From an optimization exercise on the open Yosys and OpenROAD flow, aimed at small area, a short achievable clock period and few clock cycles; shortcuts taken in it are not production practice.
At most, simulation tests tie the RTL to the original design; equivalence was not proved.
Function not checked in runs 3, 6 and 7: the RTL went through the layout flow alone.
Power is estimated from default activity; no workload was simulated.

==> design/flow/design.v <==
module lmp_edge_pairer (
    input             clk,
    input             rst,
    input             ev_v,        
    input      [1:0]  ev_k,
    input      [31:0] ev_t,        
    output reg        p_v,         
    output reg [31:0] p_w,         
    output reg        p_first,     
    output reg        p_rb0,       
    output reg        p_close,     
    output reg        p_asym,      
    output reg        p_empty,     
    output            p0_now       
);
    reg signed [3:0] diff;         
    reg        seen;
    reg        got0;
    reg [2:0]  rbc;
    reg [31:0] e0, e1, e2, e3;
    wire is_close = ev_k[1];
    wire is_fall  = ev_k[0];
    wire edge_v   = ev_v & ~is_close;
    wire close_v  = ev_v & is_close;
    wire ahead_r  = ~diff[3] & (diff != 4'sd0);
    wire ahead_f  = diff[3];
    wire match    = edge_v & (is_fall ? ahead_r : ahead_f);
    wire push     = edge_v & ~match;
    wire [2:0] cnt = diff[3] ? 3'd0 - diff[2:0] : diff[2:0];
    wire [31:0] sum;
    lmp_add #(.W(32)) u_add (.a(e0), .b(ev_t), .cin(1'b0), .s(sum));
    assign p0_now = match & ~got0;
    always @(posedge clk) begin
        if (match | (push & (cnt == 3'd0))) e0 <= match ? e1 : ev_t;
        if (match | (push & (cnt == 3'd1))) e1 <= match ? e2 : ev_t;
        if (match | (push & (cnt == 3'd2))) e2 <= match ? e3 : ev_t;
        if (push & (cnt == 3'd3))           e3 <= ev_t;
        p_w     <= ~sum;
        p_first <= ~got0;
        p_rb0   <= (rbc == 3'd0);
        p_asym  <= (diff != 4'sd0);
        p_empty <= ~seen;
    end
    always @(posedge clk) begin
        if (rst) begin
            p_v     <= 1'b0;
            p_close <= 1'b0;
            diff    <= 4'sd0;
            seen    <= 1'b0;
            got0    <= 1'b0;
            rbc     <= 3'd0;
        end else begin
            p_v     <= match;
            p_close <= close_v;
            if (close_v) begin
                diff <= 4'sd0;
                seen <= 1'b0;
                got0 <= 1'b0;
                rbc  <= 3'd0;
            end else if (edge_v) begin
                seen <= 1'b1;
                diff <= is_fall ? diff - 4'sd1 : diff + 4'sd1;
                if (match) begin
                    if (got0) rbc <= rbc + 3'd1;
                    got0 <= 1'b1;
                end
            end
        end
    end
endmodule
module lmp_add #(
    parameter W = 32
) (
    input  [W-1:0] a,
    input  [W-1:0] b,
    input          cin,
    output [W-1:0] s
);
    localparam LG = $clog2(W);
    wire [W-1:0] p0 = a ^ b;
    wire [W-1:0] g0 = a & b;
    reg [W-1:0] gc, pc, gn, pn;
    integer l, i, j;
    always @(*) begin
        gc = {g0[W-1:1], g0[0] | (p0[0] & cin)};
        pc = p0;
        for (l = 0; l < LG; l = l + 1) begin
            gn = gc;
            pn = pc;
            for (i = 0; i < W; i = i + 1) begin
                if (((i >> l) & 1) == 1) begin
                    j = ((i >> l) << l) - 1;
                    gn[i] = gc[i] | (pc[i] & gc[j]);
                    pn[i] = pc[i] & pc[j];
                end
            end
            gc = gn;
            pc = pn;
        end
    end
    assign s = p0 ^ {gc[W-2:0], cin};
endmodule
module lmp_classify (
    input  [31:0] w,
    input  [31:0] f0,
    input         rb_zero,
    output        is_bit,
    output        bit_val,
    output        bad
);
    wire [35:0] w1  = {4'b0000, w};
    wire [35:0] w2  = {3'b000, w, 1'b0};
    wire [35:0] nf  = ~{4'b0000, f0};
    wire [35:0] nf2 = ~{3'b000, f0, 1'b0};
    wire [35:0] cs_s = w2 ^ nf ^ nf2;
    wire [35:0] cs_c = (w2 & nf) | (w2 & nf2) | (nf & nf2);
    wire in_high, in_low, in_idle;
    lmp_window #(.W(36), .L(6), .LIM(40)) u_high (
        .a(cs_s), .b({cs_c[34:0], 1'b1}), .in(in_high));
    lmp_window #(.W(36), .L(6), .LIM(40)) u_low (
        .a(w2), .b(nf), .in(in_low));
    lmp_window #(.W(36), .L(5), .LIM(20)) u_idle (
        .a(w1), .b(nf), .in(in_idle));
    assign is_bit  = in_high | in_low;
    assign bit_val = in_high;
    assign bad     = ~in_high & ~in_low & ~(rb_zero & in_idle);
endmodule
module lmp_window #(
    parameter W = 36,
    parameter L = 6,
    parameter LIM = 40
) (
    input  [W-1:0] a,
    input  [W-1:0] b,
    output         in
);
    wire [L:0]   lo = {1'b0, a[L-1:0]} + {1'b0, b[L-1:0]} + {{L{1'b0}}, 1'b1};
    wire         c  = lo[L];
    wire [W-1:0] x = a ^ b;
    wire [W-1:0] o = a | b;
    wire [W-1:0] n = a & b;
    wire zr = &(x[W-1:L+1] ~^ o[W-2:L]);
    wire on = &(x[W-1:L+1] ^ n[W-2:L]);
    wire hi_zero = zr & (x[L] == c);
    wire hi_ones = on & (x[L] != c);
    assign in = (hi_zero & (lo[L-1:0] <= LIM)) |
                (hi_ones & (lo[L-1:0] >= (1 << L) - LIM));
endmodule
module lmp_freq_div (
    input             clk,
    input             rst,
    input             start,
    input      [31:0] f0_in,    
    input      [31:0] f0,       
    output            busy,
    output            near,     
    output            done,     
    output     [63:0] freq
);
    reg         run;
    reg  [32:0] rem;            
    reg  [52:0] quo;
    reg  [10:0] ce;             
    reg         bq;             
    assign busy = run;
    assign near = run & quo[51];
    assign done = near | (start & (f0_in == 32'd0));
    assign freq = {1'b0, ce, quo[51:0]};
    wire        neg = rem[32];
    wire [32:0] nr;
    lmp_add #(.W(33)) u_add (
        .a  ({rem[31:0], bq}),
        .b  ({1'b0, f0} ^ {33{~neg}}),
        .cin(~neg),
        .s  (nr));
    wire        q   = ~nr[32];
    wire b500 = (ce == 11'd1085) | (ce == 11'd1084) | (ce == 11'd1083) |
                (ce == 11'd1082) | (ce == 11'd1081) | (ce == 11'd1079);
    reg fb;
    reg found;
    integer k;
    always @(*) begin
        fb = 1'b0;
        found = 1'b0;
        for (k = 51; k >= 0; k = k - 1) begin
            if (!found && quo[k]) begin
                found = 1'b1;
                if (k >= 20 && k <= 50) fb = f0[51 - k];
            end
        end
    end
    wire big = |f0_in[31:7] | (f0_in[6:0] > 7'd125);
    always @(posedge clk) begin
        rem <= start ? (big ? 33'd125 : 33'd0) : nr;
        bq  <= start ? ~big : (b500 | fb);
    end
    always @(posedge clk) begin
        if (rst) begin
            run <= 1'b0;
        end else if (start) begin
            quo <= 53'd0;
            if (f0_in == 32'd0) begin
                run <= 1'b0;
                ce  <= 11'h7FF;
            end else begin
                run <= 1'b1;
                ce  <= big ? 11'd1077 : 11'd1084;
            end
        end else if (run) begin
            quo <= {quo[51:0], q};
            ce  <= ce - 11'd1;
            if (quo[51]) run <= 1'b0;
        end
    end
endmodule
module lmp_decoder (
    input             clk,
    input             rst,         
    input             ev_valid,
    output            ev_ready,
    input      [1:0]  ev_kind,     
    input      [31:0] ev_time,
    output reg        res_valid,
    output reg [3:0]  res_err,     
    output     [32:0] res_period,
    output     [63:0] res_freq,
    output     [15:0] res_nbits,
    output     [3:0]  res_nbytes,
    output     [63:0] res_bytes
);
    localparam E_OK = 4'd0, E_ASYM = 4'd7, E_EMPTY = 4'd8, E_FRAMING = 4'd9;
    reg hold;
    assign ev_ready = ~hold;
    reg        s1_v;
    reg [1:0]  s1_k;
    reg [31:0] s1_t;
    wire take = ev_valid & ~hold;
    always @(posedge clk) begin
        s1_v <= take & ~rst;
        s1_k <= ev_kind;
        s1_t <= ev_kind[0] ? ~ev_time : ev_time;    
    end
    wire        p_v, p_first, p_rb0, p_close, p_asym, p_empty, p0_now;
    wire [31:0] p_w;
    lmp_edge_pairer u_pair (
        .clk    (clk),
        .rst    (rst),
        .ev_v   (s1_v),
        .ev_k   (s1_k),
        .ev_t   (s1_t),
        .p_v    (p_v),
        .p_w    (p_w),
        .p_first(p_first),
        .p_rb0  (p_rb0),
        .p_close(p_close),
        .p_asym (p_asym),
        .p_empty(p_empty),
        .p0_now (p0_now)
    );
    reg  [31:0] f0;
    wire        is_bit, bit_val, bad;
    lmp_classify u_cls (
        .w      (p_w),
        .f0     (f0),
        .rb_zero(p_rb0),
        .is_bit (is_bit),
        .bit_val(bit_val),
        .bad    (bad)
    );
    wire        div_start = p_v & p_first;
    wire        div_busy, div_near, div_done;
    lmp_freq_div u_div (
        .clk   (clk),
        .rst   (rst),
        .start (div_start),
        .f0_in (p_w),
        .f0    (f0),
        .busy  (div_busy),
        .near  (div_near),
        .done  (div_done),
        .freq  (res_freq)
    );
    reg c_first, c_pulse, c_bit, c_val, c_bad, c_close, c_asym, c_empty;
    always @(posedge clk) begin
        c_bit   <= is_bit;
        c_val   <= bit_val;
        c_bad   <= bad;
        c_asym  <= p_asym;
        c_empty <= p_empty;
    end
    always @(posedge clk) begin
        if (rst) begin
            c_first <= 1'b0;
            c_pulse <= 1'b0;
            c_close <= 1'b0;
        end else begin
            c_first <= div_start;
            c_pulse <= p_v & ~p_first;
            c_close <= p_close;
        end
    end
    always @(posedge clk) begin
        if (div_start) f0 <= p_w;
    end
    reg [15:0] nbits;
    reg [63:0] bytes;
    reg        framing_err;
    wire wr_bit = c_pulse & c_bit;
    always @(posedge clk) begin
        if (c_first) begin
            nbits       <= 16'd0;
            framing_err <= 1'b0;
        end else if (c_pulse) begin
            if (c_bad) framing_err <= 1'b1;
            if (c_bit) nbits <= nbits + 16'd1;
        end
    end
    genvar j;
    generate
        for (j = 0; j < 64; j = j + 1) begin : g_bits
            always @(posedge clk)
                if (c_first | (wr_bit & (nbits[15:6] == 10'd0) & (nbits[5:0] == j)))
                    bytes[j] <= c_val & ~c_first;
        end
    endgenerate
    assign res_period = {f0, 1'b0};
    assign res_nbits  = nbits;
    assign res_bytes  = bytes;
    assign res_nbytes = (nbits[15:6] != 10'd0) ? 4'd8 : {1'b0, nbits[5:3]} + {3'd0, |nbits[2:0]};
    reg  pend;           
    reg  dpend;          
    wire close_take = take & ev_kind[1];
    wire emit = (c_close | pend) & ~div_busy;
    always @(posedge clk) begin
        if (c_close)
            res_err <= c_asym ? E_ASYM : c_empty ? E_EMPTY :
                       framing_err ? E_FRAMING : E_OK;
    end
    always @(posedge clk) begin
        if (rst) begin
            res_valid <= 1'b0;
            pend      <= 1'b0;
            dpend     <= 1'b0;
            hold      <= 1'b0;
        end else begin
            res_valid <= emit;
            pend      <= (c_close | pend) & ~emit;
            if (p0_now)       dpend <= 1'b1;
            else if (div_done) dpend <= 1'b0;
            hold <= hold ? ~(div_near | ~dpend) : (close_take & (dpend | p0_now));
        end
    end
endmodule
==> design/flow/run.sh <==
#!/bin/bash
# synth_recipe.tcl (not shown) runs the flow's synth.tcl, then flattens the netlist and writes it again
# the make line also repeats each setting of config.mk as NAME=value (left out here)
make -C /OpenROAD-flow-scripts/flow DESIGN_CONFIG=/design/flow/config.mk WORK_HOME=/design/flow/orfs CLKGATE_MAP_FILE= SYNTH_SCRIPT=/design/flow/synth_recipe.tcl finish
==> design/flow/config.mk <==
export PLATFORM = sky130hd
export DESIGN_NAME = lmp_decoder
export DESIGN_NICKNAME = lmp_decoder
export VERILOG_FILES = /design/flow/design.v
export SDC_FILE = /design/flow/constraint.sdc
export NUM_CORES = 4
export LEC_CHECK = 0
export CAP_MARGIN = 20
export CORE_MARGIN = 2
export CORE_UTILIZATION = 40
export PLACE_DENSITY = 0.6
export SETUP_SLACK_MARGIN = 5
export SLEW_MARGIN = 20
==> design/flow/constraint.sdc <==
create_clock -name core_clock -period 8.0 [get_ports {clk}]
set_input_delay 1.6000 -clock core_clock [delete_from_list [all_inputs] [get_ports {clk}]]
set_output_delay 1.6000 -clock core_clock [all_outputs]
set_load 0.01 [all_outputs]
==> impl_results.md, run 1 <==
- Vias in the first global route: 16800
- Startpoint Class: flop
- Crit path time final: 3460 ps
- Dpl cell area: 27300 sq um
- Die H: 250 um
- Final Max Slew Viols: 0
- Final hold violation count: 0
- Drt total wl: 62.5 mm
- Reg2reg end: c_bad
- Crit path to: res_nbytes[1]
- Area Growth Syn to Fin: 24.3%
- Via count: 16800
- Core Util, Final: 50.1%
- Worst setup EP type: primary output
- Largest cells by area after synthesis: edfxtp_1, ha_1, dfxtp_1, xnor2_1, nand2_1
- Antenna violations before repair: 0
- Worst slew pin tran: 958 ps
- Multi-input gate area: 12200 sq um
- Crit path kind: flop to primary output
- Final period utilization: 43.3%
- Critical path's largest stage delay: 350 ps
- # port buffers: 221
- Dominant cell type by area after synthesis: edfxtp_1
- R2R depth: 11
- Slew HR: 36.1%
- Worst skew pair latency: 610 ps
- H-tree depth: 2
- CTS sink count: 436
- Storage element area: 11700 sq um
- Setup-failing EPs final: 0
- Slowest CP cell: dfxtp_4
- R2r setup slk: 5070 ps
- Grt total ovfl: 0
- P per Cell Area: 269 nW/um^2
- Synthesis-stage register bit count: 436
- Worst-path fanout max: 2
- DR vias/cell: 4.98
- Most used DFF post-synth: edfxtp_1
- Post-Syn Area: 24200 sq um
- Routed Antenna Nets: 0
- Fillers: 5431
- Netlist cell types: 68
- Worst EP arrival: 1860 ps
- Core Box Area: 60000 sq um
- Fin area: 30100 sq um
- Gp weighted congestion: 0.915
- Slack of the critical path: 4540 ps
- Die area: 62400 sq um
- Layout cell share with drive strength beyond 1: 12.9%
- DRC errors left: 0
- First-pass GRT wire length: 96.1 mm
- Sequential share of the synthesized area: 48.1%
- Setup Skew: 31.8 ps
- Yosys warning count: 5
- Die X: 250 um
- Initial core utilization: 40.3%
- RSZ-0062 raised after global routing: true
- Setup TNS: 0 ps
- Total CTS buffers: 50
- CTS tree: built
- Largest net degree at the start of global routing: 101
- Max Cap Violations: 0
- Outcome: complete, no violations
- Clock Path Buffers: 3
- Synthesized area per cell: 10.9 sq um
- Commonest non-fill, non-tap cell in the layout: nand2_1
- Routed len/inst: 18.5 um
- Leak: 12.4 nW
- # IOs: 224
- Peak supply drop: 0.156 mV
- Hold crit path type: flop to flop
- RR Startpoint: f0[7]
- Clock transition at the registers of the reported paths: 60 ps
- Root Buffer Master: clkbuf_16
- Initial DRC Count: 950
- Pre-CTS setup slack: 4310 ps
- Row cnt: 90
- Hold Buf Count CTS: 0
- Drt pass-1 iters: 5
- Most frequent cells in the layout: nand2_1, edfxtp_1, ha_1, xnor2_1, dlygate4sd2_1
- Cell total after placement: 3175
- Ys async rst share: 0%
- HPWL after detailed placement: 45.5 mm
- Cells after synthesis: 2214
- Share of the synthesized area in the top cell type: 36.0%
- CP Data Required Time: 6400 ps
- Highest clock rate: 289 MHz
- Critical Path, Cell by Cell: inv_4 > ha_4 > nand2b_4 > ha_4 > ha_4 > inv_2 > nor2_2 > buf_2
- Nets: 2884
- Non-filler cells, final: 3374
- Post-synth EDFFs: 290
- Overall routing resource usage: 19.8%
- Most used cell, CP: ha_4
- Worst Setup SP: nbits[1]
sequential cells by signal, summed over array words and instances (netlist names), 2 cells and up:
name         flops
u_pair.e3       32
s1_t            32
u_div.quo       52
u_pair.p_w      32
u_pair.e1       32
u_pair.rbc       3
f0              32
u_div.ce        11
bytes           64
s1_k             2
u_div.rem       33
res_err          3
u_pair.diff      4
u_pair.e2       32
nbits           16
u_pair.e0       32
final cells by class:
cell class	instances	area share (%)
Antenna cell	1	0.00833
Tap cell	782	3.26
Timing Repair Buffer	337	9.50
Clock buffer	65	4.63
Multi-Input combinational cell	1558	40.6
Clock inverter	29	0.916
Inverter	166	2.29
Sequential cell	436	38.8
routing by layer:
metal | global-route usage (%) | share of wire (%)
met1 | 27.0 | 46
met2 | 33.0 | 47
met3 | 2.65 | 3.9
met4 | 5.08 | 2.4
met5 | 0 | 0
synth_stat cells (13+ instances only):
library cell	n
nand2_1	296
edfxtp_1	290
ha_1	253
xnor2_1	179
inv_1	165
dfxtp_1	146
xor2_1	119
o21ai_0	114
nor2_1	105
a21oi_1	62
and2_1	62
fa_1	45
clkbuf_1	43
nor4_1	41
nand3_1	28
nor3_1	28
nand4_1	27
nor2b_1	21
o21a_1	21
a21o_1	18
nand2b_1	14
a211oi_1	13
worst max-delay path: cells and delay by family (launching register included):
family                     cells  cell delay, ps
and+or+nand+nor                2             140
adders and majority gates      3             560
buffers and inverters          3             220
DFF                            1             350
how the worst min path moves through the flow:
stage,startpoint,end,slack [ps],cells after the start
floorplan,u_pair.p_asym,c_asym,310,0
global placement,u_pair.p_empty,c_empty,310,0
detailed placement,u_pair.p_asym,c_asym,320,0
CTS,u_pair.p_asym,c_asym,330,0
global route,u_pair.p_empty,c_empty,340,0
finish,u_pair.p_asym,c_asym,330,0
metrics by stage:
| step | hold slack, ps | total power [mW] |
|---|---|---|
| 2_1_floorplan | 310 | 4.96 |
| 3_3_place_gp | 315 | 5.57 |
| 3_5_place_dp | 318 | 5.65 |
| 4_1_cts | 332 | 8.03 |
| 5_1_grt | 337 | 8.60 |
| 6_report | 328 | 8.10 |
power breakdown:
group / total (mW) / switching (mW) / internal [mW]
logic: 2.96 / 1.61 / 1.35
registers: 2.84 / 0.212 / 2.63
clock network: 2.30 / 0.964 / 1.33
repair_timing:
action                     4_1_cts  5_1_grt
buffers inserted                82       22
pin swaps                       16       40
resized for setup              298       92
setup endpoints to repair      282       46
cells by family after synthesis:
| group | count (synthesis) | synth area share [%] |
|---|---|---|
| xor gates and xnor gates | 298 | 10.8 |
| buffers and inverters | 221 | 3.48 |
| and+or+nand+nor | 664 | 13.0 |
| other | 1 | 0.0155 |
| AOI/OAI and AO/OA | 288 | 7.43 |
| adders and majority gates | 298 | 16.8 |
| DFF | 436 | 48.1 |
| muxes | 8 | 0.331 |
Testbench counts, summed over its fixed seeds: cycles 30,676.
==> run 2, diff against run 1 <==
--- a/design/flow/config.mk
+++ b/design/flow/config.mk
@@ -11,3 +11,3 @@
 export PLACE_DENSITY = 0.6
-export SETUP_SLACK_MARGIN = 5
+export SETUP_SLACK_MARGIN = 4.5
 export SLEW_MARGIN = 20
==> run 2 against run 1 <==
  * Still clean
  * Core utilization down 1.5 points
  * Critical path depth stayed put
  * Clock power is 2% higher
  * Non-clock buffer count is 92 lower
  * Combinational power decreased by 7.8%
  * Cell count is 2.8% lower
  * Fmax fell by 1.2%
  * Worst setup slack lost 40 ps
  * Clock skew shrank 7.6 ps
  * Worst hold slack got worse by 2.2 ps
  * Global-route usage is 0.51 points lower
  * Critical endpoint is now res_nbytes[2]
  * Highest routed layer unchanged
==> impl_results.md, run 2 <==
- Outcome: complete, no violations
- Share of the synthesized area in the top cell type: 36.0%
- Routed Antenna Nets: 0
- Critical path's largest stage delay: 350 ps
- Nets: 2792
- Post-synth EDFFs: 290
- Hold crit path type: flop to flop
- Total CTS buffers: 50
- Setup TNS: 0 ps
- # IOs: 224
- Slowest CP cell: dfxtp_4
- Netlist cell types: 68
- Worst Setup SP: nbits[0]
- CTS tree: built
- Peak supply drop: 0.172 mV
- HPWL after detailed placement: 45.4 mm
- Worst-path fanout max: 2
- Root Buffer Master: clkbuf_16
- Startpoint Class: flop
- Slew HR: 31.1%
- CP Data Required Time: 6400 ps
- DRC errors left: 0
- Final period utilization: 43.8%
- Vias in the first global route: 16500
- Fin Hold WS: 326 ps
- Overall routing resource usage: 19.2%
- Grt total ovfl: 0
- Routed len/inst: 18.4 um
- Die area: 62400 sq um
- Fillers: 5459
- Most instantiated cells after synthesis: nand2_1, edfxtp_1, ha_1
- RR Startpoint: f0[24]
- R2R depth: 10
- Highest clock rate: 286 MHz
- Met2 GRT Util: 32.6%
- Gp weighted congestion: 0.906
- Die X: 250 um
- Critical Path, Cell by Cell: inv_4 > ha_4 > nand2b_1 > ha_2 > ha_4 > xnor2_2 > nor2_1 > buf_2
- Ys async rst share: 0%
- Largest net degree at the start of global routing: 101
- Area Growth Syn to Fin: 20.5%
- Clock transition at the registers of the reported paths: 60 ps
- DR vias/cell: 5.03
- Crit path to: res_nbytes[2]
- Via count: 16500
- CTS sink count: 436
- M1 GR Usage: 25.6%
- Synthesis-stage register bit count: 436
- Max Cap Violations: 0
- Core Util, Final: 48.5%
- Final hold violation count: 0
- Top reg by flops: bytes
- Reg2reg end: c_bad
- H-tree depth: 2
- Cells after synthesis: 2214
- Most frequent cells in the layout: nand2_1, edfxtp_1, ha_1, clkdlybuf4s50_1, xnor2_1
- Drt pass-1 iters: 5
- Crit path time final: 3500 ps
- Dominant cell type by area after synthesis: edfxtp_1
- Worst slew pin tran: 1030 ps
- CP delay by family, top: adder cells
- P per Cell Area: 273 nW/um^2
- R2r setup slk: 4690 ps
- Sequential share of the synthesized area: 48.1%
- Synthesized area per cell: 10.9 sq um
- Leak: 11.7 nW
- Most used cell, CP: ha_4
- Drt total wl: 60.3 mm
- Layout cell share with drive strength beyond 1: 6.08%
- Biggest regs: bytes: 64 flops, u_div.quo: 52 flops, u_div.rem: 33 flops
- N_diodes: 0
- Antenna violations before repair: 0
- Bufs and invs on worst path: 2
- Yosys warning count: 5
- Largest cells by area after synthesis: edfxtp_1, ha_1, dfxtp_1, xnor2_1, nand2_1
- Worst EP arrival: 1900 ps
- Row cnt: 90
- Worst skew pair latency: 600 ps
- Die H: 250 um
- CP Depth: 8
- RSZ-0062 raised after global routing: true
- Most used DFF post-synth: edfxtp_1
- Final Max Slew Viols: 0
- Clock Path Buffers: 3
- Design Power: 7.95 mW
- Initial core utilization: 40.3%
- Worst setup EP type: primary output
- First-pass GRT wire length: 94.2 mm
- Crit path kind: flop to primary output
- Setup-failing EPs final: 0
- Post-Syn Area: 24200 sq um
- # port buffers: 221
- Core Box Area: 60000 sq um
- Initial DRC Count: 953
- Hold Buf Count CTS: 0
- Setup Skew: 24.2 ps
- Commonest non-fill, non-tap cell in the layout: nand2_1
- Most frequent cell after synthesis: nand2_1
- Max reg flops: 64
- Most Used Layer, Global Route: met2
- Met3 Use GR: 2.69%
==> run 2: cell counts after synthesis <==
Identical to the previous run, type by type.
==> run 2: routing by layer <==
metal  part of all wire (%)  wire length [um]
met1                     45             27400
met2                     48             28900
met3                    4.2              2550
met4                    2.5              1480
met5                      0                 0
==> run 2: cells by family (layout without fill, tap and decap cells) <==
logic type	Yosys count	in the layout	synth area share, %
and+or+nand+nor	664	664	13.0
DFF	436	436	48.1
adders and majority gates	298	298	16.8
xor gates and xnor gates	298	298	10.8
AOI/OAI and AO/OA	288	288	7.43
buffers and inverters	221	504	3.48
muxes	8	8	0.331
other	1	2	0.0155
==> run 2: area by class of cell <==
| type | count | area, sq um | share of cell area [%] |
|---|---|---|---|
| sequential | 436 | 11600 | 40.0 |
| clock buffer | 65 | 1390 | 4.78 |
| inverter | 166 | 628 | 2.16 |
| multi-input combinational | 1558 | 11800 | 40.6 |
| tap | 782 | 978 | 3.36 |
| timing repair buffer | 245 | 2370 | 8.15 |
| clock inverter | 28 | 303 | 1.04 |
==> run 2: worst min path at each step <==
stage                         startpoint  endpoint  slack, ps  depth (start not counted)
after detailed placement   u_pair.p_asym    c_asym        320                          0
after CTS                  u_pair.p_asym    c_asym        330                          0
after global routing      u_pair.p_empty   c_empty        340                          0
final                      u_pair.p_asym    c_asym        330                          0
after floorplan            u_pair.p_asym    c_asym        310                          0
after global placement    u_pair.p_empty   c_empty        310                          0
==> run 2: per-stage QoR <==
step,instances,setup WS (ps),area (sq um)
floorplan,2215,4790,24200
global placement,3174,4380,27300
detailed placement,3174,4320,27300
CTS,3270,4440,29000
global route,3280,4400,29100
finish,3280,4500,29100
==> run 2: timing repair <==
item / 4_1_cts / 5_1_grt
gates resized for setup: 28 / 16
cloned: 0 / 0
setup endpoints to repair: 6 / 25
pin swaps: 1 / 4
buffers inserted: 3 / 10
==> run 2: power breakdown <==
| part | switching [mW] | total [mW] | internal (mW) |
|---|---|---|---|
| Clock | 0.945 | 2.34 | 1.40 |
| Sequential | 0.248 | 2.88 | 2.63 |
| Combinational | 1.49 | 2.73 | 1.24 |
==> run 3, diff against run 2 <==
--- a/design/flow/design.v
+++ b/design/flow/design.v
@@ -308,2 +308,4 @@
     wire wr_bit = c_pulse & c_bit;
+    reg [3:0]  nbytes;      
+    wire       lt64 = (nbits[15:6] == 10'd0);
     always @(posedge clk) begin
@@ -311,2 +313,3 @@
             nbits       <= 16'd0;
+            nbytes      <= 4'd0;
             framing_err <= 1'b0;
@@ -314,3 +317,6 @@
             if (c_bad) framing_err <= 1'b1;
-            if (c_bit) nbits <= nbits + 16'd1;
+            if (c_bit) begin
+                nbits <= nbits + 16'd1;
+                if (lt64 & (nbits[2:0] == 3'd0)) nbytes <= nbytes + 4'd1;
+            end
         end
@@ -321,3 +327,3 @@
             always @(posedge clk)
-                if (c_first | (wr_bit & (nbits[15:6] == 10'd0) & (nbits[5:0] == j)))
+                if (c_first | (wr_bit & lt64 & (nbits[5:0] == j)))
                     bytes[j] <= c_val & ~c_first;
@@ -328,3 +334,3 @@
     assign res_bytes  = bytes;
-    assign res_nbytes = (nbits[15:6] != 10'd0) ? 4'd8 : {1'b0, nbits[5:3]} + {3'd0, |nbits[2:0]};
+    assign res_nbytes = nbytes;
     reg  pend;           
==> design/flow/flow/run.sh (new file) <==
#!/bin/bash
# Standard layout, with plain buf_1 cells as the port buffers instead of the
# delay buffers buffer_ports picks by default.
set -euo pipefail
export BUFFER_PORTS_ARGS="-buffer_cell sky130_fd_sc_hd__buf_1"
bash standard.sh > standard.log 2>&1
==> design/flow/standard.sh (new file) <==
#!/bin/bash
# synth_recipe.tcl (not shown) runs the flow's synth.tcl, then flattens the netlist and writes it again
# the make line also repeats each setting of config.mk as NAME=value (left out here)
make -C /OpenROAD-flow-scripts/flow DESIGN_CONFIG=/design/flow/config.mk WORK_HOME=/design/flow/orfs CLKGATE_MAP_FILE= SYNTH_SCRIPT=/design/flow/synth_recipe.tcl "${@:-finish}"
removed: design/flow/run.sh
==> run 3 against run 2 <==
  * Worst hold slack worse by 1.5 ps
  * Total power up 1.3%
  * Clock-buffer cell count up 9
  * Worst setup slack better by 43 ps
  * Clock power down 4%
==> impl_results.md, run 3 <==
- Outcome: complete, no violations
- R2R depth: 11
- Worst skew pair latency: 590 ps
- Bufs and invs on worst path: 0
- # IOs: 224
- Non-filler cells, final: 3284
- P per Cell Area: 288 nW/um^2
- Final hold violation count: 0
- Cells after synthesis: 2217
- CP delay by family, top: compound AO/OA/AOI/OAI gates
- Die area: 62900 sq um
- Crit path to: u_div.quo[0]
- # port buffers: 221
- Layout cell share with drive strength beyond 1: 6.04%
- Drt total wl: 63.3 mm
- Clock Path Buffers: 3
- Crit path kind: flop to flop
- Worst EP arrival: 3780 ps
- Slew HR: 32.9%
- Synthesized area per cell: 11.0 sq um
- N_diodes: 0
- Crit path time final: 3460 ps
- Setup-failing EPs final: 0
- Most used DFF post-synth: edfxtp_1
- Worst setup EP type: flop
- RR Startpoint: f0[15]
- Largest cells by area after synthesis: edfxtp_1, ha_1, dfxtp_1, xnor2_1, xor2_1
- Nets: 2795
- Highest clock rate: 289 MHz
- CP Data Required Time: 8320 ps
- Netlist cell types: 69
- Root Buffer Master: clkbuf_16
- Routed Antenna Nets: 0
- Max Cap Violations: 0
- Core Util, Final: 46.4%
- DRC errors left: 0
- Fillers: 5608
- Post-Syn Area: 24400 sq um
- Synthesis-stage register bit count: 440
- Cell total after placement: 3178
- Final period utilization: 43.2%
- R2r setup slk: 4540 ps
- Critical path's largest stage delay: 550 ps
- Drt pass-1 iters: 5
- Most frequent cells in the layout: nand2_1, edfxtp_1, ha_1, buf_1, xnor2_1
- Core Box Area: 60400 sq um
- Largest net degree at the start of global routing: 101
- Ys async rst share: 0%
- Area Growth Syn to Fin: 14.9%
- Critical Path, Cell by Cell: xnor2_1 > ha_1 > or4_1 > a2111o_1 > a21oi_2 > o21ai_2 > a221oi_4 > a31o_4 > a221oi_4 > mux2i_1 > o211ai_1
- Reg2reg end: u_div.quo[0]
- Startpoint Class: flop
- First-pass GRT wire length: 96.6 mm
- Worst slew pin tran: 1010 ps
- Grt total ovfl: 0
- Initial DRC Count: 1084
- Dominant cell type by area after synthesis: edfxtp_1
- Antenna violations before repair: 0
- Most frequent cell after synthesis: nand2_1
- CP Depth: 11
- DR vias/cell: 5.08
- Share of the synthesized area in the top cell type: 35.7%
- Via count: 16700
- Setup TNS: 0 ps
- Total CTS buffers: 49
- RSZ-0062 raised after global routing: true
- Most instantiated cells after synthesis: nand2_1, edfxtp_1, ha_1
- Sequential share of the synthesized area: 48.0%
- HPWL after detailed placement: 47.6 mm
- Row cnt: 90
- Gp weighted congestion: 0.924
- Most used cell, CP: a221oi_4
- H-tree depth: 2
- Die X: 251 um
- Setup Skew: 23.1 ps
- Initial core utilization: 40.4%
- Max reg flops: 64
- Biggest regs: bytes: 64 flops, u_div.quo: 52 flops, u_div.rem: 33 flops
- CTS tree: built
- Final Max Slew Viols: 0
- Overall routing resource usage: 19.8%
- Worst Setup SP: f0[15]
- Worst-path fanout max: 7
- Hold crit path type: flop to flop
- Clock transition at the registers of the reported paths: 60 ps
- Die H: 251 um
- Top reg by flops: bytes
- Peak supply drop: 0.201 mV
- Post-synth EDFFs: 290
- Slowest CP cell: edfxtp_1
- CTS sink count: 440
- Leak: 11.8 nW
- Routed len/inst: 19.3 um
- Vias in the first global route: 16400
- Yosys warning count: 5
## run 3: cell count changes after synthesis, moves of 9 or more
cell,change
a21o_1,+70
o21a_1,-13
nor2_1,+14
o21ai_0,-74
and2_1,-9
xor2_1,+9
## run 3: how the worst min path moves through the flow
stage,from,endpoint,slack [ps],cells after the start
2_1_floorplan,u_pair.p_asym,c_asym,310,0
3_3_place_gp,u_pair.p_empty,c_empty,310,0
3_5_place_dp,u_pair.p_empty,c_empty,320,0
4_1_cts,u_pair.p_asym,c_asym,330,0
5_1_grt,u_pair.p_empty,c_empty,340,0
6_report,u_pair.p_asym,c_asym,320,0
## run 3: metal layers
layer | up-vias | routed length [um] | track usage, % | part of all wire [%]
li1 | 8087 | - | - | -
met1 | 8053 | 29100 | 27.4 | 46
met2 | 430 | 28500 | 31.1 | 45
met3 | 111 | 3200 | 3.23 | 5.0
met4 | 0 | 2450 | 7.84 | 3.9
met5 | - | 0 | 0 | 0
## run 3: final cells by class
| type | instances | area, sq um | share of cell area [%] |
|---|---|---|---|
| Timing Repair Buffer | 251 | 1110 | 3.95 |
| Inverter | 171 | 642 | 2.29 |
| Tap cell | 782 | 978 | 3.49 |
| Clock inverter | 18 | 133 | 0.473 |
| Multi-Input combinational cell | 1548 | 12000 | 42.7 |
| Sequential cell | 440 | 11700 | 41.8 |
| Clock buffer | 74 | 1480 | 5.30 |
## run 3: metrics by stage
| stage | total power, mW | hold slack [ps] | instance area (sq um) | worst slack [ps] |
|---|---|---|---|---|
| 6_report | 8.06 | 325 | 28000 | 4540 |
| 5_1_grt | 8.54 | 337 | 28000 | 4360 |
| 4_1_cts | 8.02 | 328 | 27800 | 4410 |
| 3_5_place_dp | 5.73 | 323 | 26100 | 4150 |
| 3_3_place_gp | 5.69 | 312 | 26100 | 4220 |
| 2_1_floorplan | 5.01 | 310 | 24400 | 4560 |
## run 3: cell families (layout without fill, tap and decap cells)
| family | Yosys count | count (layout) | synth area share [%] |
|---|---|---|---|
| simple gates | 657 | 657 | 12.5 |
| flops | 440 | 440 | 48.0 |
| other cells | 1 | 2 | 0.0154 |
| compound gates | 277 | 277 | 7.89 |
| fa+ha+maj | 297 | 297 | 16.6 |
| mux | 8 | 8 | 0.339 |
| buf+inv | 230 | 514 | 3.59 |
| xor+xnor | 307 | 307 | 11.0 |
## run 3: power breakdown
part | switching, mW | internal [mW] | total (mW) | leakage [nW]
Combinational | 1.63 | 1.30 | 2.93 | 7.09
Sequential | 0.230 | 2.65 | 2.88 | 3.88
Clock | 0.923 | 1.32 | 2.24 | 0.794
## run 3: worst reg2reg max path, stage by stage (launching register included)
cell and delay, ps:
edfxtp_1 550, xnor2_1 250, ha_1 280, or4_1 510
a2111o_1 420, a21oi_2 130, o21ai_2 100, a221oi_4 320
a31o_4 250, a221oi_4 90, mux2i_1 200, o211ai_1 120
## run 3: repair_timing
item | 4_1_cts | 5_1_grt
cloned | 0 | 1
resized for setup | 9 | 16
setup buffers | 2 | 10
setup endpoints to repair | 15 | 12
pin swaps | 2 | 9
hold buffers | 0 | 0
==> run 4, diff against run 3 <==
--- a/design/flow/design.v
+++ b/design/flow/design.v
@@ -165,3 +165,3 @@
     assign busy = run;
-    assign near = run & quo[51];
+    assign near = run & (quo[51] | quo[50] | quo[49]);
     assign done = near | (start & (f0_in == 32'd0));
--- a/design/flow/config.mk
+++ b/design/flow/config.mk
@@ -10,2 +10,3 @@
 export CORE_UTILIZATION = 40
+export CTS_BUF_LIST = sky130_fd_sc_hd__clkbuf_4
 export PLACE_DENSITY = 0.6
==> run 4 against run 3 <==
  * Largest cell class unchanged
  * Worst setup slack gained 140 ps
  * Total power shrank 5.9%
  * Register-to-register slack gained 190 ps
  * First-iteration DRC count grew 6.0%
  * Non-clock buffer count shrank 15
  * Still clean
  * Clock skew grew 55 ps
  * Critical endpoint is now res_nbits[2]
  * Flip-flop and latch count is the same
  * Combinational power shrank about 10%
  * Final area shrank 1.3%
  * Die area shrank 0.16%
  * Cell count grew 3.2%
  * Sequential share of layout area grew 0.55 points
==> impl_results.md, run 4 <==
- Total CTS buffers: 117
- HPWL after detailed placement: 45.1 mm
- Cts repair resizes: 1
- Initial core utilization: 40.4%
- Final period utilization: 41.4%
- Biggest regs: bytes: 64 flops, u_div.quo: 52 flops, u_div.rem: 33 flops
- Most frequent cells in the layout: nand2_1, edfxtp_1, ha_1, buf_1, clkbuf_4
- Storage element area: 11700 sq um
- Fillers: 5687
- Hold crit path type: flop to flop
- Share of the synthesized area in the top cell type: 35.8%
- Setup bufs post-CTS: 0
- CP delay by family, top: flip-flops
- Worst EP arrival: 1710 ps
- Critical Path, Cell by Cell: buf_1
- Setup-failing EPs final: 0
- Final Max Slew Viols: 0
- Worst Setup SP: nbits[2]
- Clock transition at the registers of the reported paths: 60 ps
- Worst setup EP type: primary output
- Highest clock rate: 302 MHz
- Core Util, Final: 45.9%
- Vias in the first global route: 17200
- Outcome: complete, no violations
- Largest net degree at the start of global routing: 101
- Initial DRC Count: 1149
- Most used DFF post-synth: edfxtp_1
- Clock Path Buffers: 3
- Cells after synthesis: 2207
- Yosys warning count: 5
- Row cnt: 90
- Hold path start: u_pair.p_empty
- Sequential share of the synthesized area: 48.1%
- Post-synth EDFFs: 290
- First-pass GRT wire length: 95.3 mm
- Via count: 17100
- Synthesis-stage register bit count: 440
- RR Startpoint: f0[14]
- Die area: 62800 sq um
- Netlist cell types: 72
- Die X: 251 um
- Worst skew pair latency: 870 ps
- Area Growth Syn to Fin: 13.7%
- Slew HR: 29.6%
- Most instantiated cells after synthesis: nand2_1, edfxtp_1, ha_1
- Gp weighted congestion: 0.916
- RSZ-0062 raised after global routing: false
- CTS tree: built
- Nets: 2840
- Layout cell share with drive strength beyond 1: 9.24%
- Root Buffer Master: clkbuf_4
- Ys async rst share: 0%
- Startpoint Class: flop
- Worst-path fanout max: 12
- CTS sink count: 440
- Top reg by flops: bytes
- Peak supply drop: 0.119 mV
- Overall routing resource usage: 19.4%
- Final hold violation count: 0
- Hold Buf Count CTS: 0
- # IOs: 224
- CP Data Required Time: 6400 ps
- Crit path kind: flop to primary output
- DRC errors left: 0
- Dominant cell type by area after synthesis: edfxtp_1
- DR vias/cell: 5.03
- Drt pass-1 iters: 5
- Worst slew pin tran: 1050 ps
- Most frequent cell after synthesis: nand2_1
- Routed Antenna Nets: 0
- Synthesized area per cell: 11.0 sq um
- Max Cap Violations: 0
- Drt total wl: 61.2 mm
- Multi-input gate area: 11800 sq um
- Leak: 11.7 nW
- Crit path time final: 3310 ps
- Slowest CP cell: dfxtp_1
- H-tree depth: 3
- P per Cell Area: 274 nW/um^2
- Die H: 251 um
- Largest cells by area after synthesis: edfxtp_1, ha_1, dfxtp_1, xnor2_1, nand2_1
- Routed len/inst: 18.0 um
- Critical path's largest stage delay: 650 ps
- Setup TNS: 0 ps
- Max reg flops: 64
- Setup Skew: 78.0 ps
- Antenna violations before repair: 1
- Bufs and invs on worst path: 1
- Grt total ovfl: 0
- Post-Syn Area: 24300 sq um
- # port buffers: 221
- Core Box Area: 60200 sq um
==> run 4: cell type report <==
cell class | instances | area share [%]
timing repair buffer | 236 | 3.46
inverter | 161 | 2.18
clock inverter | 33 | 0.588
sequential | 440 | 42.4
antenna | 1 | 0.00905
clock buffer | 187 | 5.07
multi-input combinational | 1550 | 42.8
tap | 782 | 3.54
==> run 4: report_power, final <==
part / switching, mW / internal [mW] / leakage (nW) / total (mW)
logic: 1.41 / 1.22 / 6.93 / 2.63
clock network: 0.961 / 1.07 / 0.941 / 2.03
registers: 0.278 / 2.65 / 3.88 / 2.93
==> run 4: logic make-up after synthesis <==
logic type,synth area share [%]
and+or+nand+nor,12.6
DFF,48.1
xor gates and xnor gates,10.9
adders and majority gates,16.7
AOI/OAI and AO/OA,7.88
buffers and inverters,3.41
muxes,0.458
other,0.0154
==> run 4: path summary, 6_finish.rpt <==
check                       to  slack, ps  depth (start not counted)
setup / recovery  res_nbits[2]       4690                          1
hold / removal         c_empty        330                          0
setup reg to reg         c_bad       4730                         10
hold reg to reg        c_empty        330                          0
==> run 4: layer usage <==
metal | vias to the layer above | global-route usage [%] | share of wire (%)
met5 | - | 0 | 0
met3 | 107 | 3.65 | 5.3
met1 | 8235 | 25.9 | 45
met2 | 469 | 31.1 | 46
li1 | 8241 | - | -
met4 | 0 | 8.04 | 3.1
==> run 4: stage by stage <==
stage	cells	worst slack [ps]	power, mW	area, sq um	hold slack [ps]
after floorplan	2208	4720	4.96	24400	310
after global placement	3168	4540	5.51	26100	313
after detailed placement	3168	4450	5.59	26100	315
after CTS	3388	4560	7.67	27600	330
after global routing	3390	4520	8.12	27700	338
final	3390	4690	7.58	27700	328
==> run 4: worst reg2reg max path, delay by kind of cell, from the launching register on <==
family	cells	cell delay (ps)
flops	1	500
buf+inv	1	330
fa+ha+maj	2	860
simple gates	3	790
compound gates	3	530
xor+xnor	1	150
Testbench counts of run 4, summed over its fixed seeds: cycles 30,458.
==> run 5, diff against run 4 <==
--- a/design/flow/config.mk
+++ b/design/flow/config.mk
@@ -10,3 +10,4 @@
 export CORE_UTILIZATION = 40
-export CTS_BUF_LIST = sky130_fd_sc_hd__clkbuf_4
+export CTS_BUF_LIST = sky130_fd_sc_hd__clkbuf_8
+export CTS_CLUSTER_SIZE = 20
 export PLACE_DENSITY = 0.6
==> run 5 against run 4 <==
  * Fmax up 1.0%
  * First-iteration DRC count fell by 1.0%
  * Wire length is 0.13% lower
  * Largest cell class unchanged
  * Still clean
  * Via count fell by 1.2%
==> impl_results.md, run 5 <==
- Hold depth: 0
- Worst Hold End: c_empty
- Most used DFF post-synth: edfxtp_1
- Final hold violation count: 0
- Outcome: complete, no violations
- Layout cell share with drive strength beyond 1: 6.10%
- Sequential share of the synthesized area: 48.1%
- Most Used Layer, Global Route: met2
- Leak: 11.7 nW
- DRC errors left: 0
- Dominant cell type by area after synthesis: edfxtp_1
- R2r setup slk: 4720 ps
- Reg2reg end: c_bad
- Initial core utilization: 40.4%
- Drt total wl: 61.1 mm
- Die H: 251 um
- H-tree depth: 3
- Worst slew pin tran: 1080 ps
- Grt total ovfl: 0
- RSZ-0062 raised after global routing: false
- Netlist cell types: 72
- P per Cell Area: 275 nW/um^2
- Max reg flops: 64
- Post-synth EDFFs: 290
- Hold Buf Count CTS: 0
- Design Power: 7.61 mW
- First-pass GRT wire length: 94.9 mm
- Setup TNS: 0 ps
- Antenna violations before repair: 1
- Worst skew pair latency: 660 ps
- Met3 Use GR: 3.44%
- Vias in the first global route: 16900
- Drt pass-1 iters: 5
- Initial DRC Count: 1137
- Clock transition at the registers of the reported paths: 60 ps
- Area Growth Syn to Fin: 13.8%
- Most frequent cell after synthesis: nand2_1
- CTS tree: built
- Critical Path, Cell by Cell: inv_1 > fa_1 > inv_1 > fa_1 > xor2_1 > nand4_1 > nor4_1 > nand4_1 > a211o_1 > o2111ai_1 > a21oi_1
- Routed len/inst: 18.4 um
- Cells after synthesis: 2207
- Worst-path fanout max: 5
- Routed Antenna Nets: 0
- Combinational power share: 34.6%
- Setup Skew: 34.0 ps
- Final Max Slew Viols: 0
- RR Startpoint: f0[30]
- Met2 GRT Util: 31.0%
- Synthesis-stage register bit count: 440
- Slack of the critical path: 4720 ps
- Clock power frac: 26.9%
- Pint: 4.95 mW
- Peak supply drop: 0.113 mV
- Share of the synthesized area in the top cell type: 35.8%
- Switching pwr: 2.66 mW
- Most frequent cells in the layout: nand2_1, edfxtp_1, ha_1, buf_1, inv_1
- Crit path time final: 3280 ps
- Pre-CTS setup slack: 4450 ps
- CP Data Required Time: 8530 ps
- Nets: 2807
- Startpoint Class: flop
- Most instantiated cells after synthesis: nand2_1, edfxtp_1, ha_1
- Die area: 62800 sq um
- R2R depth: 11
- DR vias/cell: 5.07
- Root Buffer Master: clkbuf_8
- # port buffers: 221
- Largest net degree at the start of global routing: 101
- Gp weighted congestion: 0.916
- Slowest CP cell: edfxtp_1
- Worst setup EP type: flop
- Biggest regs: bytes: 64 flops, u_div.quo: 52 flops, u_div.rem: 33 flops
- Sequential share of power: 38.5%
- Worst EP arrival: 3800 ps
- # IOs: 224
- Slew HR: 27.0%
- Sw Share: 34.9%
- CTS sink count: 440
- Post-Syn Area: 24300 sq um
- M1 GR Usage: 26.1%
- HPWL after detailed placement: 45.1 mm
- Synthesized area per cell: 11.0 sq um
- Overall routing resource usage: 19.3%
- Setup-failing EPs final: 0
- Row cnt: 90
- Max Cap Violations: 0
- Clock Path Buffers: 3
- Crit path kind: flop to flop
- Via count: 16900
- Critical path's largest stage delay: 500 ps
- Total CTS buffers: 79
- Yosys warning count: 5
- Ys async rst share: 0%
- Largest cells by area after synthesis: edfxtp_1, ha_1, dfxtp_1, xnor2_1, nand2_1
- Core Box Area: 60200 sq um
- Hold crit path type: flop to flop
- Die X: 251 um
- Hold path start: u_pair.p_empty
- Final period utilization: 41.0%
- Top reg by flops: bytes
- Highest clock rate: 305 MHz
[run 5: cell counts after synthesis]
No cell type changed its count.
[run 5: per-stage QoR]
stage | hold WS [ps] | util [%] | instance area (sq um) | instances
global route | 337 | 46.0 | 27700 | 3324
CTS | 329 | 45.8 | 27600 | 3316
global placement | 313 | 43.3 | 26100 | 3168
finish | 328 | 46.0 | 27700 | 3324
floorplan | 310 | - | 24400 | 2208
detailed placement | 315 | 43.3 | 26100 | 3168
[run 5: worst max-delay path, delay by kind of cell (launching register included)]
| family | cells | cell delay [ps] |
|---|---|---|
| compound gates | 3 | 560 |
| xor+xnor | 1 | 200 |
| fa+ha+maj | 2 | 920 |
| buf+inv | 2 | 310 |
| flops | 1 | 500 |
| simple gates | 3 | 680 |
[run 5: what timing repair did]
item / in CTS / in global routing
setup endpoints to repair: 1 / 1
endpoints found under the hold margin: 0 / 0
resized for setup: 1 / 3
buffers inserted: 0 / 5
[run 5: per-layer routing]
layer  vias up  share of wire (%)
li1       8117                  -
met1      8158                 46
met2       469                 46
met3       106                5.3
met4         0                3.1
met5         -                  0
[run 5: final cells by class]
type / count / area (sq um)
inverters: 161 / 612
clock inverters: 61 / 347
well taps: 782 / 978
fillers: 5639 / 32600
flip-flops and latches: 440 / 11700
multi-input cells: 1550 / 11800
clock buffers: 87 / 1200
diodes: 2 / 5.00
repair buffers: 241 / 993
[run 5: power groups by stage]
stage	Combinational [mW]	Clock (mW)	Sequential, mW
finish	2.63	2.05	2.93
global route	2.94	2.22	2.95
CTS	2.63	2.12	2.93
detailed placement	2.62	0	2.97
global placement	2.54	0	2.97
floorplan	2.15	0	2.81
[run 5: cell families after synthesis]
group / synth area share, %
AO/OA/AOI/OAI: 7.88
XOR/XNOR: 10.9
adder cells (fa/ha/maj): 16.7
buffers and inverters: 3.41
flip-flops: 48.1
multiplexers: 0.458
other: 0.0154
AND/OR/NAND/NOR: 12.6
[run 5: worst max path at each step]
stage / from / end / slack (ps)
CTS: f0[14] / c_bad / 4720
global route: f0[1] / c_bad / 4500
global placement: u_div.rem[32] / u_div.quo[0] / 4540
detailed placement: u_div.rem[32] / u_div.quo[0] / 4450
floorplan: u_pair.diff[0] / u_pair.e3[0] / 4720
finish: f0[30] / c_bad / 4720
==> run 6, diff against run 5 <==
--- a/design/flow/design.v
+++ b/design/flow/design.v
@@ -103,3 +103,3 @@
 module lmp_classify (
-    input  [31:0] w,
+    input  [32:0] d,
     input  [31:0] f0,
@@ -110,15 +110,21 @@
 );
-    wire [35:0] w1  = {4'b0000, w};
-    wire [35:0] w2  = {3'b000, w, 1'b0};
-    wire [35:0] nf  = ~{4'b0000, f0};
-    wire [35:0] nf2 = ~{3'b000, f0, 1'b0};
-    wire [35:0] cs_s = w2 ^ nf ^ nf2;
-    wire [35:0] cs_c = (w2 & nf) | (w2 & nf2) | (nf & nf2);
-    wire in_high, in_low, in_idle;
-    lmp_window #(.W(36), .L(6), .LIM(40)) u_high (
-        .a(cs_s), .b({cs_c[34:0], 1'b1}), .in(in_high));
-    lmp_window #(.W(36), .L(6), .LIM(40)) u_low (
-        .a(w2), .b(nf), .in(in_low));
-    lmp_window #(.W(36), .L(5), .LIM(20)) u_idle (
-        .a(w1), .b(nf), .in(in_idle));
+    wire neg = d[32];
+    wire in_sel;
+    lmp_window #(.W(36), .L(6), .LIM(40)) u_sel (
+        .a  ({{2{d[32]}}, d, 1'b0}),
+        .b  ({4'b0000, f0} ^ {36{~neg}}),
+        .cin(~neg),
+        .in (in_sel));
+    wire in_idle = ((d[32:5] == 28'd0) & (d[4:0] <= 5'd20)) |
+                   ((&d[32:5]) & (d[4:0] >= 5'd12));
+    wire fsmall = (f0[31:6] == 26'd0) & (f0[5:0] <= 6'd40);
+    wire dsmall = (d[32:6] == 27'd0) | (&d[32:6]);
+    wire signed [8:0] d2  = {d[6], d[6:0], 1'b0};
+    wire signed [8:0] fs  = {3'b000, f0[5:0]};
+    wire signed [8:0] t1  = d2 - fs;
+    wire signed [8:0] t0  = d2 + fs;
+    wire s_one  = dsmall & (t1 >= -9'sd40) & (t1 <= 9'sd40);
+    wire s_zero = dsmall & (t0 >= -9'sd40) & (t0 <= 9'sd40);
+    wire in_high = fsmall ? s_one  : (~neg & in_sel);
+    wire in_low  = fsmall ? s_zero : (neg & in_sel);
     assign is_bit  = in_high | in_low;
@@ -134,5 +140,6 @@
     input  [W-1:0] b,
+    input          cin,
     output         in
 );
-    wire [L:0]   lo = {1'b0, a[L-1:0]} + {1'b0, b[L-1:0]} + {{L{1'b0}}, 1'b1};
+    wire [L:0]   lo = {1'b0, a[L-1:0]} + {1'b0, b[L-1:0]} + {{L{1'b0}}, cin};
     wire         c  = lo[L];
@@ -260,7 +267,19 @@
     reg  [31:0] f0;
+    reg  [32:0] d_d;
+    reg         d_first, d_pulse, d_rb0;
+    wire [32:0] dsum;
+    lmp_add #(.W(33)) u_dsub (
+        .a  ({1'b0, p_w}),
+        .b  (~{1'b0, f0}),
+        .cin(1'b1),
+        .s  (dsum));
+    always @(posedge clk) begin
+        d_d   <= dsum;
+        d_rb0 <= p_rb0;
+    end
     wire        is_bit, bit_val, bad;
     lmp_classify u_cls (
-        .w      (p_w),
+        .d      (d_d),
         .f0     (f0),
-        .rb_zero(p_rb0),
+        .rb_zero(d_rb0),
         .is_bit (is_bit),
@@ -292,2 +311,4 @@
         if (rst) begin
+            d_first <= 1'b0;
+            d_pulse <= 1'b0;
             c_first <= 1'b0;
@@ -296,4 +317,6 @@
         end else begin
-            c_first <= div_start;
-            c_pulse <= p_v & ~p_first;
+            d_first <= div_start;
+            d_pulse <= p_v & ~p_first;
+            c_first <= d_first;
+            c_pulse <= d_pulse;
             c_close <= p_close;
@@ -342,3 +365,3 @@
             res_err <= c_asym ? E_ASYM : c_empty ? E_EMPTY :
-                       framing_err ? E_FRAMING : E_OK;
+                       (~c_first & (framing_err | (c_pulse & c_bad))) ? E_FRAMING : E_OK;
     end
==> run 6 against run 5 <==
  * Clock-buffer cell count is 14 higher
  * First-iteration DRC count shrank 24%
  * Synthesized cell count down 1.4%
  * Combinational power is 15% higher
  * Final area shrank 0.74%
  * Die area fell by 3.0%
  * Non-clock buffer count rose by 35
  * Area after synthesis decreased by 3.0%
  * Via count is 0.69% lower
  * Global-route usage increased by 0.18 points
  * Worst hold slack got worse by 17 ps
==> impl_results.md, run 6 <==
- CP delay by family, top: compound AO/OA/AOI/OAI gates
- Antenna violations before repair: 4
- Top reg by flops: bytes
- Clock Path Buffers: 3
- # port buffers: 221
- Commonest non-fill, non-tap cell in the layout: edfxtp_1
- Hold path start: u_pair.p_empty
- Most frequent cells in the layout: edfxtp_1, nand2_1, buf_1, dfxtp_1
- Most frequent cell after synthesis: edfxtp_1
- CTS tree: built
- R2R depth: 12
- Routed len/inst: 18.1 um
- Hold depth: 0
- Cells after synthesis: 2175
- Fillers: 5463
- Ys async rst share: 0%
- Outcome: complete, no violations
- HPWL after detailed placement: 42.6 mm
- Layout cell share with drive strength beyond 1: 8.45%
- Reg2reg end: u_pair.p_w[31]
- Worst-path fanout max: 3
- Met2 GRT Util: 31.5%
- Bufs and invs on worst path: 0
- Most instantiated cells after synthesis: edfxtp_1, nand2_1, dfxtp_1
- Largest net degree at the start of global routing: 97
- Clock transition at the registers of the reported paths: 60 ps
- Sequential share of the synthesized area: 52.7%
- Via count: 16700
- Most Used Layer, Global Route: met2
- Storage element area: 12400 sq um
- P per Cell Area: 309 nW/um^2
- Final hold violation count: 0
- RR Startpoint: u_pair.e0[0]
- Area Growth Syn to Fin: 16.4%
- Nets: 2706
- Drt total wl: 60.0 mm
- Slowest CP cell: fa_2
- Overall routing resource usage: 19.5%
- Gp weighted congestion: 0.868
- Slew HR: 27.8%
- Root Buffer Master: clkbuf_8
- Post-synth EDFFs: 290
- Initial core utilization: 40.2%
- CP Data Required Time: 8540 ps
- Die H: 247 um
- Peak supply drop: 0.134 mV
- Startpoint Class: flop
- H-tree depth: 3
- Die X: 247 um
- Design Power: 8.50 mW
- DRC errors left: 0
- Critical path's largest stage delay: 390 ps
- Setup-failing EPs final: 0
- CTS sink count: 476
- Crit path kind: flop to flop
- R2r setup slk: 4530 ps
- Worst EP arrival: 4010 ps
- # IOs: 224
- Dominant cell type by area after synthesis: edfxtp_1
- Die area: 61000 sq um
- Most used DFF post-synth: edfxtp_1
- Routed Antenna Nets: 0
- Highest clock rate: 288 MHz
- Max Cap Violations: 0
- Synthesis-stage register bit count: 476
- Multi-input gate area: 10500 sq um
- M1 GR Usage: 24.5%
- Leak: 11.6 nW
- Crit path time final: 3470 ps
- Worst skew pair latency: 680 ps
- RSZ-0062 raised after global routing: true
- Worst setup EP type: flop
- Hold crit path type: flop to flop
- Drt pass-1 iters: 5
- Vias in the first global route: 17000
- Post-Syn Area: 23600 sq um
- Max reg flops: 64
- Biggest regs: bytes: 64 flops, u_div.quo: 52 flops
- Initial DRC Count: 860
- Worst Hold End: c_empty
- Critical Path, Cell by Cell: ha_2 > fa_2 > a211oi_4 > o21a_2 > o31ai_4 > o31a_1 > a41o_1 > a211oi_4 > o21ai_2 > o41a_1 > and4_4 > or3_1
- Setup TNS: 0 ps
- Met3 Use GR: 4.93%
- Total CTS buffers: 83
- Setup Skew: 57.8 ps
- Share of the synthesized area in the top cell type: 36.9%
- DR vias/cell: 5.04
- Worst slew pin tran: 1070 ps
- Largest cells by area after synthesis: edfxtp_1, dfxtp_1, ha_1, xnor2_1, nand2_1
- Netlist cell types: 66
- Final Max Slew Viols: 0
- Yosys warning count: 5
- Final period utilization: 43.3%
- Synthesized area per cell: 10.9 sq um
- Grt total ovfl: 0
- Row cnt: 89
- Core Box Area: 58700 sq um
- First-pass GRT wire length: 92.0 mm
- Most used cell, CP: a211oi_4
## run 6: area by class of cell
type / count / area share [%]
antenna: 1 / 0.00910
timing repair buffer: 276 / 4.64
tap: 773 / 3.52
clock inverter: 54 / 1.25
clock buffer: 101 / 5.06
sequential: 476 / 45.3
multi-input combinational: 1490 / 38.3
inverter: 146 / 1.99
## run 6: routing by layer
layer / share of wire (%) / routed length, um
met4: 4.0 / 2430
met5: 0.040 / 24
met2: 46 / 27600
met1: 43 / 26000
met3: 6.6 / 3970
## run 6: per-stage QoR
| step | hold WS [ps] | std cells | util [%] | area (sq um) | worst slack, ps |
|---|---|---|---|---|---|
| floorplan | 310 | 2176 | - | 23600 | 4150 |
| global placement | 315 | 3123 | 43.2 | 25300 | 3810 |
| detailed placement | 316 | 3123 | 43.2 | 25300 | 3730 |
| CTS | 310 | 3290 | 46.4 | 27200 | 4410 |
| global route | 319 | 3316 | 46.8 | 27500 | 4420 |
| finish | 311 | 3317 | 46.8 | 27500 | 4530 |
## run 6: report_power, final
part / switching (mW) / leakage, nW / internal [mW]
combinational: 1.61 / 6.28 / 1.41
sequential: 0.287 / 4.33 / 2.92
clock: 1.03 / 1.01 / 1.25
total: 2.93 / 11.6 / 5.58
## run 6: timing repair
action                     in CTS  in global routing
setup buffers                  12                 25
gates resized for setup        12                 15
hold buffers                    0                  0
setup endpoints to repair      30                 22
pin swaps                      12                 13
## run 6: kinds of logic (layout without fill, tap and decap cells)
kind of cell / Yosys count / in the layout / synth area share, %
AO/OA/AOI/OAI: 333 / 333 / 9.55
other: 1 / 3 / 0.0159
XOR/XNOR: 252 / 252 / 9.35
AND/OR/NAND/NOR: 701 / 701 / 13.8
adder cells (fa/ha/maj): 196 / 196 / 11.0
multiplexers: 6 / 6 / 0.307
flip-flops: 476 / 476 / 52.7
buffers and inverters: 210 / 577 / 3.39
## run 6: worst max-delay path by stage
stage / startpoint / to / slack (ps) / cells after the start
floorplan: u_pair.diff[0] / u_pair.e0[0] / 4150 / 7
global placement: u_div.rem[32] / u_div.quo[0] / 3810 / 12
detailed placement: u_div.rem[32] / u_div.quo[0] / 3730 / 12
CTS: f0[13] / u_div.quo[0] / 4410 / 12
global route: u_pair.e0[0] / u_pair.p_w[31] / 4420 / 12
finish: u_pair.e0[0] / u_pair.p_w[31] / 4530 / 12
## run 6: worst register-to-register path, stage by stage, from the launching register on
cell      delay [ps]
edfxtp_1         380
ha_2             190
fa_2             390
a211oi_4         280
o21a_2           200
o31ai_4           70
o31a_1           270
a41o_1           300
a211oi_4         280
o21ai_2          110
o41a_1           350
and4_4           190
or3_1            330
==> run 7, diff against run 6 <==
==> design/flow/flow/run.sh (replaced) <==
#!/bin/bash
# Standard layout, with plain buf_1 cells as the port buffers instead of the
# delay buffers buffer_ports picks by default, and clock tree synthesis
# without dummy loads.
set -euo pipefail
export BUFFER_PORTS_ARGS="-buffer_cell sky130_fd_sc_hd__buf_1"
export CTS_ARGS="-sink_clustering_enable -repair_clock_nets -sink_clustering_size 16 -sink_clustering_max_diameter 80 -buf_list sky130_fd_sc_hd__clkbuf_8 -dont_use_dummy_load"
bash standard.sh > standard.log 2>&1
--- a/design/flow/config.mk
+++ b/design/flow/config.mk
@@ -10,4 +10,2 @@
 export CORE_UTILIZATION = 40
-export CTS_BUF_LIST = sky130_fd_sc_hd__clkbuf_8
-export CTS_CLUSTER_SIZE = 20
 export PLACE_DENSITY = 0.6
==> run 7 against run 6 <==
  * Largest cell class unchanged
  * Critical path depth unchanged
  * Synthesized cell count unchanged
  * Die area unchanged
  * Clock skew up 18 ps
  * Fmax about the same
  * First-iteration DRC count up 17%
  * Wire length down 1.3%
  * Worst setup slack better by 2.3 ps
  * Global-route usage down 0.29 points
  * Sequential share of layout area up 2.1 points
  * Highest routed layer unchanged
  * Cell count down 3.6%
  * Worst hold slack better by 22 ps
==> impl_results.md, run 7 <==
- Outcome: complete, no violations
- Final Max Slew Viols: 0
- Max reg flops: 64
- Non-filler cells, final: 3196
- Routed Antenna Nets: 0
- Max Cap Violations: 0
- Layout cell share with drive strength beyond 1: 5.28%
- Biggest regs: bytes: 64 flops, u_div.quo: 52 flops
- CTS sink count: 476
- Worst EP arrival: 3980 ps
- Largest net degree at the start of global routing: 97
- Overall routing resource usage: 19.2%
- Via count: 16400
- Drt pass-1 iters: 5
- Antenna violations before repair: 5
- Final period utilization: 43.3%
- Highest clock rate: 289 MHz
- Routed len/inst: 18.5 um
- Initial DRC Count: 1004
- Setup TNS: 0 ps
- Startpoint Class: flop
- # IOs: 224
- Worst setup EP type: flop
- Fillers: 5544
- Crit path kind: flop to flop
- Setup Skew: 76.3 ps
- Cell total after placement: 3123
- Root Buffer Master: clkbuf_8
- Total CTS buffers: 38
- H-tree depth: 2
- Top reg by flops: bytes
- P per Cell Area: 282 nW/um^2
- RSZ-0062 raised after global routing: true
- Ys async rst share: 0%
- Core Util, Final: 44.7%
- Gp weighted congestion: 0.868
- Peak supply drop: 0.130 mV
- Synthesis-stage register bit count: 476
- Dominant cell type by area after synthesis: edfxtp_1
- First-pass GRT wire length: 90.8 mm
- Row cnt: 89
- # port buffers: 221
- Crit path time final: 3460 ps
- Post-synth EDFFs: 290
- Clock Path Buffers: 3
- Netlist cell types: 66
- Die X: 247 um
- Leak: 10.9 nW
- Final hold violation count: 0
- HPWL after detailed placement: 42.6 mm
- Die area: 61000 sq um
- Hold crit path type: flop to flop
- Nets: 2657
- Yosys warning count: 5
- Most used DFF post-synth: edfxtp_1
- Largest cells by area after synthesis: edfxtp_1, dfxtp_1, ha_1, xnor2_1, nand2_1
- Design Power: 7.40 mW
- Share of the synthesized area in the top cell type: 36.9%
- Slew HR: 26.9%
- Worst-path fanout max: 3
- Area Growth Syn to Fin: 11.2%
- CP Data Required Time: 8520 ps
- Post-Syn Area: 23600 sq um
- Setup-failing EPs final: 0
- Fin Hold WS: 333 ps
- Worst skew pair latency: 640 ps
- Most instantiated cells after synthesis: edfxtp_1, nand2_1, dfxtp_1
- Hold Buf Count CTS: 0
- Commonest non-fill, non-tap cell in the layout: edfxtp_1
- Die H: 247 um
- Grt total ovfl: 0
- Core Box Area: 58700 sq um
- Worst slew pin tran: 1090 ps
- Vias in the first global route: 16500
- CTS tree: built
- DRC errors left: 0
- Drt total wl: 59.2 mm
- Initial core utilization: 40.2%
- Cells after synthesis: 2175
- DR vias/cell: 5.12
- Synthesized area per cell: 10.9 sq um
- Most frequent cells in the layout: edfxtp_1, nand2_1, buf_1, dfxtp_1, ha_1
- Most frequent cell after synthesis: edfxtp_1
- Clock transition at the registers of the reported paths: 100 ps
- Sequential share of the synthesized area: 52.7%
run 7: per-stage QoR:
| stage | area [sq um] | setup WS (ps) |
|---|---|---|
| 6_report | 26300 | 4540 |
| 5_1_grt | 26300 | 4430 |
| 4_1_cts | 26000 | 4460 |
| 3_5_place_dp | 25300 | 3730 |
| 3_3_place_gp | 25300 | 3810 |
| 2_1_floorplan | 23600 | 4150 |
run 7: cell families (layout without fill, tap and decap cells):
| group | after synthesis | in the layout | synth area share, % |
|---|---|---|---|
| AOI/OAI and AO/OA | 333 | 333 | 9.55 |
| xor gates and xnor gates | 252 | 252 | 9.35 |
| adders and majority gates | 196 | 196 | 11.0 |
| buffers and inverters | 210 | 456 | 3.39 |
| DFF | 476 | 476 | 52.7 |
| muxes | 6 | 6 | 0.307 |
| other | 1 | 3 | 0.0159 |
| and+or+nand+nor | 701 | 701 | 13.8 |
run 7: critical path: stages (launching register included):
cell      delay (ps)
edfxtp_1         390
ha_2             190
fa_2             390
a211oi_4         280
o21a_2           200
o31ai_4           70
o31a_1           280
a41o_1           300
a211oi_4         270
o21ai_2          110
o41a_1           350
and4_4           190
or3_1            330
run 7: layout make-up:
cell class | instances | area, sq um | share of cell area [%]
inverter | 146 | 548 | 2.09
tap | 773 | 967 | 3.68
multi-input combinational | 1490 | 10500 | 40.1
antenna | 1 | 2.50 | 0.00953
timing repair buffer | 272 | 1260 | 4.80
sequential | 476 | 12400 | 47.4
clock buffer | 38 | 523 | 1.99
run 7: timing repair:
item | CTS | global route
pin swaps | 12 | 12
endpoints found under the setup margin | 29 | 21
resized for setup | 11 | 14
setup buffers | 15 | 18
run 7: path summary, 6_finish.rpt:
kind                            slack, ps              to  cells past startpoint            from
worst min register to register        330         c_empty                      0  u_pair.p_empty
worst max register to register       4540  u_pair.p_w[31]                     12    u_pair.e0[0]
worst max-delay path                 4540  u_pair.p_w[31]                     12    u_pair.e0[0]
worst min-delay path                  330         c_empty                      0  u_pair.p_empty
run 7: report_power, final:
group | switching, mW | internal (mW)
clock network | 0.768 | 0.427
logic | 1.61 | 1.40
registers | 0.280 | 2.91
run 7: routing by layer:
metal	GRT usage (%)	part of all wire, %	vias up	wire [um]
li1	-	-	7949	-
met1	24.6	43	7917	25700
met2	31.7	46	380	27500
met3	3.99	6.1	118	3610
met4	7.92	4.0	4	2350
met5	0	0.041	-	24

[port drivers added, routing unchanged]
In the flow no input, the clock included, has a driving cell. The finished layouts below were timed again as built, in two steps.
Step 1 assumes that a clkbuf_16 drives the clock port and a buf_2 every other input.
Step 2 moves the port delays by t, midway between the first and last clock arrival at a register: inputs arrive t later, outputs are due t later. That takes back most of the time a late clock gives input paths.
Slacks: no drivers / after step 1 / after step 2; pairs: no drivers / after step 1.
| run | t (ns) | setup slack, ns | hold WS [ns] | clock arrival spread, ns | pins driven straight from the clock port |
|---|---|---|---|---|---|
| run 1 | 0.655 | 4.539 / 4.479 / 4.478 | 0.328 / 0.328 / 0.328 | 0.037 / 0.037 | 1 |
| run 2 | 0.639 | 4.499 / 4.444 / 4.263 | 0.326 / 0.326 / 0.326 | 0.027 / 0.027 | 1 |
| run 3 | 0.639 | 4.542 / 4.542 / 4.542 | 0.325 / 0.325 / 0.325 | 0.024 / 0.024 | 1 |
| run 4 | 0.889 | 4.686 / 4.632 / 4.729 | 0.328 / 0.328 / 0.328 | 0.078 / 0.079 | 1 |
| run 5 | 0.697 | 4.721 / 4.721 / 4.721 | 0.328 / 0.328 / 0.328 | 0.034 / 0.034 | 1 |
| run 6 | 0.712 | 4.533 / 4.533 / 4.445 | 0.311 / 0.311 / 0.311 | 0.060 / 0.060 | 1 |
| run 7 | 0.656 | 4.536 / 4.536 / 4.476 | 0.333 / 0.333 / 0.333 | 0.077 / 0.077 | 1 |
After both steps every run listed still meets setup and hold. For run 2, which loses most, drivers alone change the setup slack by -0.055 ns; drivers and shift together by -0.236 ns.
